This is an optimization exercise on Yosys and OpenROAD, whose aim is small area, a short achievable clock period and few clock cycles, not a production implementation.

alpha:
==> flow/design.v (excerpt) <==
module sdio_spi_engine (
    input  wire        clk,
    input  wire        rst,             
    input  wire        op_valid,
    output wire        op_ready,
    input  wire [7:0]  op_sel,          
    input  wire [7:0]  op_index,
    input  wire [31:0] op_arg,
    input  wire [16:0] op_count,
    input  wire [9:0]  op_block_size,
    input  wire        op_mode,
    input  wire [1:0]  op_fn,
    input  wire [2:0]  op_width,
    output wire        res_valid,
    output wire [3:0]  res_code,
    output wire [7:0]  res_status,
    output wire [7:0]  res_stuff,
    output wire        ev_valid,
    output wire [2:0]  ev_kind,
    output reg  [7:0]  ev_tx,
    input  wire        ev_ready,
    input  wire [7:0]  ev_rx,
    input  wire        wd_valid,
    output wire        wd_ready,
    input  wire [7:0]  wd_data,
    output reg         rd_valid,
    output wire [7:0]  rd_data
);
    function [6:0] crc7_byte(input [6:0] acc, input [7:0] b);
        integer k;
        reg [6:0] r;
        reg fb;
        begin
            r = acc;
            for (k = 7; k >= 0; k = k - 1) begin
                fb = b[k] ^ r[6];
                r  = {r[5:0], 1'b0};
                if (fb) r = r ^ 7'h09;
            end
            crc7_byte = r;
        end
    endfunction
    function [15:0] crc16_byte(input [15:0] acc, input [7:0] b);
        integer k;
        reg [15:0] r;
        begin
            r = acc ^ {b, 8'h00};
            for (k = 0; k < 8; k = k + 1) begin
                if (r[15]) r = {r[14:0], 1'b0} ^ 16'h1021;
                else       r = {r[14:0], 1'b0};
            end
            crc16_byte = r;
        end
  ...
Size in the first run: ~890 cells after synthesis, about 150 I/O pins, roughly 7600 µm² of cells after synthesis.
export LEC_CHECK = 0
export CAP_MARGIN = 20
export CORE_MARGIN = 2
export CORE_UTILIZATION = 40
export SETUP_SLACK_MARGIN = 2.3
export SLEW_MARGIN = 20
create_clock -name core_clock -period 5.0 [get_ports {clk}]
standard.sh (not shown) runs the stock make flow with config.mk's settings and CLKGATE_MAP_FILE= SYNTH_SCRIPT=/design/flow/synth_recipe.tcl, a recipe that flattens the netlist after the stock synthesis.
==> flow/flow/run.sh <==
#!/bin/bash
# Layout flow: the standard ORFS flow, with the port buffers that
# buffer_ports inserts made from plain sky130_fd_sc_hd__buf_1 cells
# instead of the delay-buffer cell it picks by default. The make output
# of every step goes to standard.log; ORFS keeps each tool's own log
# under orfs/logs/.
set -euo pipefail
export BUFFER_PORTS_ARGS="-buffer_cell sky130_fd_sc_hd__buf_1"
bash standard.sh finish > standard.log 2>&1
alpha | stages: all done | timing, DRC, antenna: all pass
> inputs changed (alpha -> beta)
diff --git a/flow/design.v b/flow/design.v
--- a/flow/design.v
+++ b/flow/design.v
@@ -111,15 +111,15 @@
             inc10[0] = ~a[0];
             for (i = 1; i < 10; i = i + 1)
                 inc10[i] = a[i] ^ ((a | ~((10'd1 << i) - 10'd1)) == 10'h3FF);
         end
     endfunction
     wire [16:0] rem_dec = dec17(rem);
     wire [9:0]  cnt_inc = inc10(cnt);
-    wire blk_last = (cnt == 10'h3FE);
+    wire blk_last = (cnt == u[26:17]);         
     wire is63 = idx[1];
     wire is53 = idx[0] & ~idx[1];
     reg fault;
     assign ev_valid = ~(state[2] & state[1]) & ~fault;
     assign ev_kind  = state[2:0];
     assign op_ready = (state == S_IDLE);
     assign res_valid = (state == S_DONE);
@@ -271,15 +271,15 @@
                 end
             end
             S_GTOK: begin
                 crc <= 16'hFE00;
                 if (ev_ready) begin
                     cnt <= cnt_inc;
                     if (ev_rx == 8'hFE) begin
-                        cnt   <= ~u[26:17];
+                        cnt   <= 10'd1;
                         state <= S_GPAY;
                     end else if (c_last199) begin
                         res   <= R_TIMEOUT;
                         state <= S_CS0;
                     end
                 end
             end
@@ -306,15 +306,15 @@
                     end else begin
                         cnt   <= 10'd0;
                         state <= S_GTOK;
                     end
                 end
             end
             S_PTOK: if (ev_ready) begin
-                cnt <= ~u[26:17];
+                cnt <= 10'd1;
                 state <= wd_valid ? S_PDAT : S_PWAIT;
             end
             S_PWAIT: if (wd_valid) state <= S_PDAT;
             S_PDAT: if (ev_ready) begin
                 cnt <= cnt_inc;
                 crc <= crc16_nx;
                 if (blk_last) begin
==> comparison <==
From alpha to beta the numbers moved as follows: weighted congestion at the end of routability-driven global placement moved up; initial cell density of the core has remained practically unchanged; clock latency at the later pin of the worst-skew pair flat; total length of routed wires shrank by 1600 µm; summed instance area of the synthesized netlist -about 1%.
No run of this note included a check of the RTL's function; only the layout flow was run.

[port drivers added, routing unchanged]
Ports are ideal in the flow. The routed layouts listed here were re-timed in OpenROAD.
Step 1 sets driving cells, clkbuf_16 on the clock port and buf_2 on the other inputs (assumed; they add their load-dependent delay and slew).
Step 2, shift: input delay + t, output delay - t, t = (earliest + latest rising clock arrival at the registers) / 2. This alone moves slack from input paths to output paths.
Slacks: ideal ports / drivers / drivers and shift; pairs: ideal ports / drivers.
| run | t (ns) | setup slack, ns | worst setup path at the end |
|---|---|---|---|
| alpha | 0.406 | 2.035 / 1.988 / 1.626 | input to register |
| beta | 0.392 | 2.121 / 2.086 / 1.909 | input to register |
After both steps setup and hold are still met in every run listed. The setup slack of alpha, which loses most, moves by -0.047 ns with the drivers and by -0.409 ns with both steps.
